This design comes from an exercise in tuning for small area on the open sky130 flow, not from production work. Function was checked by simulation only, so behaviour that the tests miss may differ from the original.

==> design.v <==
module emtb_ctrl (
    input  wire        clk,
    input  wire        rst,             
    input  wire        ev_valid,
    output wire        ev_ready,
    input  wire        ev_tick,         
    input  wire [31:0] ev_now,          
    input  wire [39:0] ev_payload,      
    input  wire        snap_valid,
    input  wire [15:0] snap_duty,
    output reg         tx_valid,
    output reg  [7:0]  tx_data,
    input  wire        tx_ready,
    output reg  [1:0]  mode,
    output reg         interlock_done,
    output reg         cruise_latched,
    output reg         link_fresh
);
    localparam [1:0]  M_IDLE    = 2'd0;
    localparam [1:0]  M_CRUISE  = 2'd1;
    localparam [1:0]  M_CURRENT = 2'd2;
    localparam [1:0]  M_NEUTRAL = 2'd3;
    localparam [1:0]  F_CMD0 = 2'd0;    
    localparam [1:0]  F_CMD1 = 2'd1;    
    localparam [1:0]  F_GV   = 2'd2;    
    localparam [1:0]  F_NONE = 2'd3;    
    function [15:0] crc16_byte;
        input [15:0] c_in;
        input [7:0]  b;
        reg   [15:0] c;
        integer      k;
        begin
            c = c_in ^ {b, 8'h00};
            for (k = 0; k < 8; k = k + 1)
                c = c[15] ? ({c[14:0], 1'b0} ^ 16'h1021) : {c[14:0], 1'b0};
            crc16_byte = c;
        end
    endfunction
    reg        i_out;           
    reg        i_neg;           
    reg        i_cruise;
    reg [31:0] last_rx;
    reg        cs_valid;
    reg [31:0] r;               
    reg [1:0]  fr;
    reg [3:0]  by;
    wire busy = (fr != F_NONE);
    assign ev_ready = !busy;
    wire take_radio = ev_valid && !busy && !ev_tick;
    wire take_tick  = ev_valid && !busy &&  ev_tick;
    wire [7:0] p_thr = ev_payload[39:32];
    wire [7:0] p_db  = ev_payload[23:16];
    wire       p_neg = p_thr[7];
    wire [6:0] p_x   = p_neg ? ~p_thr[6:0] : p_thr[6:0];    
    wire       p_out = {p_x, p_neg} > {p_db, 1'b0};
    wire [6:0] p_t   = (p_neg && p_x != 7'd127) ? p_x + 7'd1 : p_x;
    wire [7:0] p_amp = p_neg ? ev_payload[7:0] : ev_payload[15:8];
    wire [31:0] since_rx;
    wire [31:0] since_cs;
    rca #(32) u_srx (.a(ev_now), .b(~last_rx), .ci(1'b1), .s(since_rx), .co());
    rca #(32) u_scs (.a(ev_now), .b(~r),       .ci(1'b1), .s(since_cs), .co());
    wire        stale    = !link_fresh || (|since_rx[31:7]) || (since_rx[6:0] > 7'd100);
    wire        centered = !stale && !i_out;
    wire        wait_done = centered && cs_valid &&
                            ((|since_cs[31:11]) || (since_cs[10:0] >= 11'd2000));
    wire        ilk_after = interlock_done || wait_done;
    wire        cruise_on = !stale && i_cruise;
    wire        can_latch = !cruise_latched && snap_valid &&
                            ($signed(snap_duty) > $signed(16'sd50));
    wire        is_duty = (mode == M_CRUISE);
    wire [7:0]  pp [0:6];
    wire [7:0]  acc [0:6];
    wire [6:0]  pbit;
    genvar gi;
    generate
        for (gi = 0; gi < 7; gi = gi + 1) begin : g_pp
            assign pp[gi] = r[7:0] & {8{r[8 + gi]}};
        end
    endgenerate
    assign acc[0] = {1'b0, pp[0][7:1]};
    assign pbit[0] = pp[0][0];
    generate
        for (gi = 1; gi < 7; gi = gi + 1) begin : g_row
            wire [7:0] s;
            wire       co;
            rca #(8) u_add (.a(acc[gi-1]), .b(pp[gi]), .ci(1'b0), .s(s), .co(co));
            assign pbit[gi] = s[0];
            assign acc[gi] = {co, s[7:1]};
        end
    endgenerate
    wire [14:0] prod = {acc[6], pbit};
    wire [16:0] p4 = i_neg ? 17'd0 : {prod, 2'b00};
    wire [17:0] p5;
    rca #(17) u_p5 (.a({2'b00, prod}), .b(p4), .ci(1'b0), .s(p5[16:0]), .co(p5[17]));
    wire [17:0] x = is_duty ? {3'd0, r[14:0]} : p5;
    wire [21:0] x9, x25;
    rca #(21) u_x9  (.a({3'd0, x}), .b({x, 3'd0}), .ci(1'b0), .s(x9[20:0]), .co(x9[21]));
    rca #(22) u_x25 (.a(x9), .b({x[17:0], 4'd0}), .ci(1'b0), .s(x25), .co());
    wire [23:0] y = {x25, 2'b00};
    wire [23:0] n = {x25 + 22'd15, 2'b11};
    wire [16:0] a1 = n[23:7];
    wire [17:0] s1;
    rca #(17) u_s1 (.a(a1), .b({10'd0, n[6:0]}), .ci(1'b0), .s(s1[16:0]), .co(s1[17]));
    wire [10:0] c1 = s1[17:7];
    wire [11:0] s2;
    rca #(11) u_s2 (.a(c1), .b({4'd0, s1[6:0]}), .ci(1'b0), .s(s2[10:0]), .co(s2[11]));
    wire [4:0]  e1 = s2[11:7];
    wire [7:0]  s3;
    rca #(7) u_s3 (.a({2'd0, e1}), .b(s2[6:0]), .ci(1'b0), .s(s3[6:0]), .co(s3[7]));
    wire [16:0] qa;
    rca #(17) u_qa (.a(a1), .b({6'd0, c1}), .ci(s3 >= 8'd127), .s(qa), .co());
    wire [16:0] q;
    rca #(17) u_q (.a(qa), .b({12'd0, e1}), .ci(1'b0), .s(q), .co());
    wire [23:0] v  = is_duty ? y : {7'd0, q};
    wire       two  = (mode == M_NEUTRAL) || (mode == M_CURRENT && !i_out);
    wire       gv   = (fr == F_GV);
    wire [7:0] id   = {5'b00000, 1'b1, !is_duty,
                       is_duty || fr == F_CMD1 || (mode == M_CURRENT && i_neg && i_out)};
    always @(*) begin
        tx_valid = busy;
        case (by)
            4'd0:    tx_data = 8'h02;
            4'd1:    tx_data = gv ? 8'h01 : 8'h05;
            4'd2:    tx_data = gv ? 8'h04 : id;
            4'd3:    tx_data = 8'h00;
            4'd4:    tx_data = v[23:16];
            4'd5:    tx_data = v[15:8];
            4'd6:    tx_data = v[7:0];
            4'd7:    tx_data = gv ? 8'h40 : r[31:24];
            4'd8:    tx_data = gv ? 8'h84 : r[23:16];
            default: tx_data = 8'h03;
        endcase
    end
    wire tx_fire = busy && tx_ready;
    always @(posedge clk) begin
        if (rst) begin
            link_fresh     <= 1'b0;
            cs_valid       <= 1'b0;
            mode           <= M_IDLE;
            interlock_done <= 1'b0;
            cruise_latched <= 1'b0;
            fr             <= F_NONE;
        end else begin
            if (take_radio) begin
                i_out      <= p_out;
                i_neg      <= p_neg;
                i_cruise   <= (ev_payload[31:24] != 8'h00);
                last_rx    <= ev_now;
                link_fresh <= 1'b1;
                if (interlock_done)
                    r[14:0] <= {p_t, p_amp};
            end
            if (take_tick) begin
                if (stale)
                    link_fresh <= 1'b0;
                if (!interlock_done) begin
                    cs_valid <= centered;
                    if (wait_done)
                        interlock_done <= 1'b1;
                    else if (centered && !cs_valid)
                        r <= ev_now;
                end
                by <= 4'd0;
                fr <= F_GV;
                if (!ilk_after) begin
                    mode <= M_IDLE;
                end else if (stale) begin
                    mode           <= M_NEUTRAL;
                    cruise_latched <= 1'b0;
                    fr             <= F_CMD0;
                    r[14:0]        <= 15'd0;
                end else if (cruise_on) begin
                    mode <= M_CRUISE;
                    if (can_latch) begin
                        cruise_latched <= 1'b1;
                        fr             <= F_CMD0;
                        r[14:0]        <= snap_duty[14:0];
                    end
                end else begin
                    mode           <= M_CURRENT;
                    cruise_latched <= 1'b0;
                    fr             <= F_CMD0;
                    if (!i_out)
                        r[14:0] <= 15'd0;
                end
            end
            if (tx_fire) begin
                if (!gv && by >= 4'd2 && by <= 4'd6)
                    r[31:16] <= crc16_byte((by == 4'd2) ? 16'h0000 : r[31:16], tx_data);
                if (by == 4'd9) begin
                    by <= 4'd0;
                    if (fr == F_CMD0 && two)
                        fr <= F_CMD1;
                    else
                        fr <= fr + 2'd1 + {1'b0, fr == F_CMD0};
                end else if (gv && by == 4'd2)
                    by <= 4'd7;
                else
                    by <= by + 4'd1;
            end
        end
    end
endmodule
module rca #(parameter W = 8) (
    input  wire [W-1:0] a,
    input  wire [W-1:0] b,
    input  wire         ci,
    output wire [W-1:0] s,
    output wire         co
);
    wire [W:0] c;
    assign c[0] = ci;
    genvar i;
    generate
        for (i = 0; i < W; i = i + 1) begin : g
            assign s[i]   = a[i] ^ b[i] ^ c[i];
            assign c[i+1] = (a[i] & b[i]) | (c[i] & (a[i] ^ b[i]));
        end
    endgenerate
    assign co = c[W];
endmodule
==> run.sh <==
#!/bin/bash
# synth_recipe.tcl (not shown) runs the flow's synth.tcl, then flattens the netlist and writes it again
# the make line also repeats each setting of config.mk as NAME=value (left out here)
make -C /OpenROAD-flow-scripts/flow DESIGN_CONFIG=/design/flow/config.mk WORK_HOME=/design/flow/orfs CLKGATE_MAP_FILE= SYNTH_SCRIPT=/design/flow/synth_recipe.tcl finish
==> config.mk <==
export PLATFORM = sky130hd
export DESIGN_NAME = emtb_ctrl
export DESIGN_NICKNAME = emtb_ctrl
export VERILOG_FILES = /design/flow/design.v
export SDC_FILE = /design/flow/constraint.sdc
export NUM_CORES = 4
export LEC_CHECK = 0
export ABC_AREA = 1
export CAP_MARGIN = 20
export CORE_MARGIN = 2
export CORE_UTILIZATION = 40
export PLACE_DENSITY = 0.6
export SLEW_MARGIN = 20
==> constraint.sdc <==
create_clock -name core_clock -period 50.0 [get_ports {clk}]
set_input_delay 10.0000 -clock core_clock [delete_from_list [all_inputs] [get_ports {clk}]]
set_output_delay 10.0000 -clock core_clock [all_outputs]
set_load 0.01 [all_outputs]
==> results_dict.tcl <==
set metrics [dict create \
    status "finished clean" \
    cts_resized 0 \
    cts_tree "built" \
    gr-usage-met1_pct 29.0 \
    syn2layout_area_growth_pct 14.8 \
    pre_cts_slack_ns 17.01 \
    grt_usage_pct 21.2 \
    period_needed_ns 33.22 \
    fmax_mhz 30.1 \
    syn-cell-area_um2 11600 \
    final_common_cell "inv_1" \
    drc_errors 0 \
    vias_per_cell 5.04 \
    ios 109 \
    timing_max_transition_violations_final 0 \
    synthFlopType "edfxtp_1" \
    synth_edf_count 71 \
    grt_pass1_vias 9624 \
    core-area_um2 28600 \
    slowest_stage "edfxtp_1" \
    maxCapViolCount 0 \
    rows 62 \
    met3_usage_pct 2.69 \
    drive_gt1_share_pct 5.40 \
    io_buffers 108 \
    grt_pass1_wl_um 50700 \
    cts.path.max_buffers 2 \
    synth-seq-cells 79 \
    tns_ns 0 \
    cts.sinks 79 \
    hold_class "reg -> reg" \
    grt_use_met2_pct 36.0 \
    synth.net_count 1711 \
    antennaDiodeCount 0 \
    worst-path-max-fanout 11 \
    syn_avg_cell_area_um2 8.44 \
    ant_nets 0 \
    dp.cells 1831 \
    cp_data_required_time_ns 40.00 \
    yosys_warnings 1 \
    nets 1793 \
    async_flop_share_pct 0 \
    fin_crit_sh_pct 66.4 \
    crit_type "reg -> out" \
    cpPeakStageDelay_ns 0.57 \
    hold_buffers 0 \
    yosysUniqueCellTypes 59 \
    rsz0062_at_grt "no" \
    arrival_ns 23.22 \
    maxSlewHeadroom_pct 36.2 \
    tightest_slew_ns 0.956 \
    finalHoldViolations 0 \
    start_kind "flop" \
    fin_cells 1847 \
    postSynthCellCount 1377 \
    postCtsSetupRepairBufs 0 \
    routabilityCongestion 0.916 \
    clock_skew_ns 0.0117 \
    root_buffer "clkbuf_16" \
    htreeDepth 3 \
    final_cell_mix "inv_1 (296), nand2_1 (259), fa_1 (172), clkdlybuf4s50_1 (108), nor2_1 (92)" \
    overflow 0 \
    cts.clk_slew.worst_paths_ns 0.06 \
    path_common_cell "fa_1" \
    top_usage_layer "met2" \
    dieArea_um2 30400 \
    wire_per_inst_um 16.9 \
    grt_max_degree 38 \
    die_h_um 174 \
    clock_latency_ns 0.34 \
    initial_core_util_pct 40.6 \
    firstDrtPassIters 5 \
    ys_seq_area_share_pct 19.7 \
    die_x_um 174 \
    setup_violations 0 \
    drt_wl_total_um 31200 \
    worst_setup_path_end_kind "primary output" \
    worst_slack_ns 16.78 \
    drt_iter0_markers 651 \
    antenna_found_initial 0 \
    dp_hpwl_um 26500 \
    vias 9316 \
    cts_inserted_buffers 9 \
]
## worst max-delay path: cells and delay by family (launching register included)
family | cells | cell delay [ns]
buffers and inverters | 12 | 1.18
DFF | 1 | 0.57
AOI/OAI and AO/OA | 3 | 0.49
xor gates and xnor gates | 3 | 0.59
adders and majority gates | 53 | 19.34
and+or+nand+nor | 8 | 0.70
## cell type report
cell class                 instances  area, µm²
fill                            2785      15300
clock inverter                     5       50.0
timing repair buffer             111       1120
sequential                        79       2290
multi-input combinational        948       8000
tap                              384        480
clock buffer                      10        229
inverter                         310       1160
## through the flow
step                utilization [%]  cell area [µm²]  hold slack, ns
floorplan                         -            11600           0.481
global placement               45.5            13000           0.482
detailed placement             45.5            13000           0.491
CTS                            46.5            13300           0.499
global route                   46.6            13300           0.531
finish                         46.6            13300           0.498
## path summary, 6_finish.rpt
check	cells past startpoint	endpoint	slack, ns	from
worst max-delay path	79	tx_data[0]	16.78	r[0]
worst min-delay path	2	cruise_latched	0.50	cruise_latched
worst max register to register	80	r[24]	26.67	r[0]
worst min register to register	2	cruise_latched	0.50	cruise_latched
## logic make-up after synthesis
group,synth area share [%]
compound gates,7.82
xor+xnor,3.26
fa+ha+maj,37.0
buf+inv,11.6
flops,19.7
simple gates,20.7
## flip-flops by register name, summed over array words and instances (netlist names)
register and flops:
last_rx 32, r 32, by 4, fr 2, mode 2, cruise_latched 1
cs_valid 1, i_cruise 1, i_neg 1, i_out 1, interlock_done 1, link_fresh 1
## synthesized netlist by cell type (4+ instances only)
library cell / number / area [µm²]
a21oi_1: 34 / 170
a31oi_1: 16 / 100
buf_1: 4 / 15.0
buf_2: 11 / 55.1
clkbuf_1: 22 / 82.6
dfxtp_1: 8 / 160
edfxtp_1: 71 / 2130
fa_1: 172 / 3440
ha_1: 68 / 851
inv_1: 296 / 1110
inv_2: 13 / 48.8
nand2_1: 259 / 972
nand2_2: 11 / 68.8
nand3_1: 56 / 280
nand3_2: 6 / 60.1
nand3b_1: 5 / 37.5
nand4_1: 37 / 231
nor2_1: 93 / 349
nor2_2: 4 / 25.0
nor2_4: 5 / 56.3
nor3_1: 12 / 60.1
nor4_1: 5 / 31.3
o211ai_1: 8 / 60.1
o21ai_0: 60 / 300
o21ai_1: 10 / 50.1
o22ai_1: 9 / 56.3
xnor2_1: 11 / 96.3
xor2_1: 26 / 228
## per-layer routing
| layer | wire, µm | up-vias |
|---|---|---|
| li1 | - | 4486 |
| met1 | 14100 | 4515 |
| met2 | 14900 | 275 |
| met3 | 1590 | 40 |
| met4 | 578 | 0 |
| met5 | 0 | - |

-- afterwards: timing with drivers on the ports --
The results above use ideal ports. As a check the final layout listed here was re-extracted and re-timed, cells and wires unchanged.
Step 1 (the two cells are an assumption about what drives the block):
set clk [get_ports {clk}]
set_driving_cell -lib_cell sky130_fd_sc_hd__clkbuf_16 $clk
set_driving_cell -lib_cell sky130_fd_sc_hd__buf_2 [delete_from_list [all_inputs] $clk]
Step 2 adds t to the input delays and takes it off the output delays; t is the mean of the earliest and latest rising clock arrival at the registers after step 1. Input paths then give back, and output paths get back, about the clock's delay inside the block.
a / b / c = no drivers / after step 1 / after step 2; a / b = the first two.
shift t [ns]: 0.382
slack for setup (ns): 16.783 / 16.739 / 17.121
hold slack, ns: 0.498 / 0.498 / 0.498
clock arrival spread, ns: 0.012 / 0.012
slew at the worst register clock pin (ns): 0.06 / 0.06
After both steps this run still meets setup and hold. For this run, drivers alone change the setup slack by -0.044 ns; drivers and shift together by +0.338 ns.
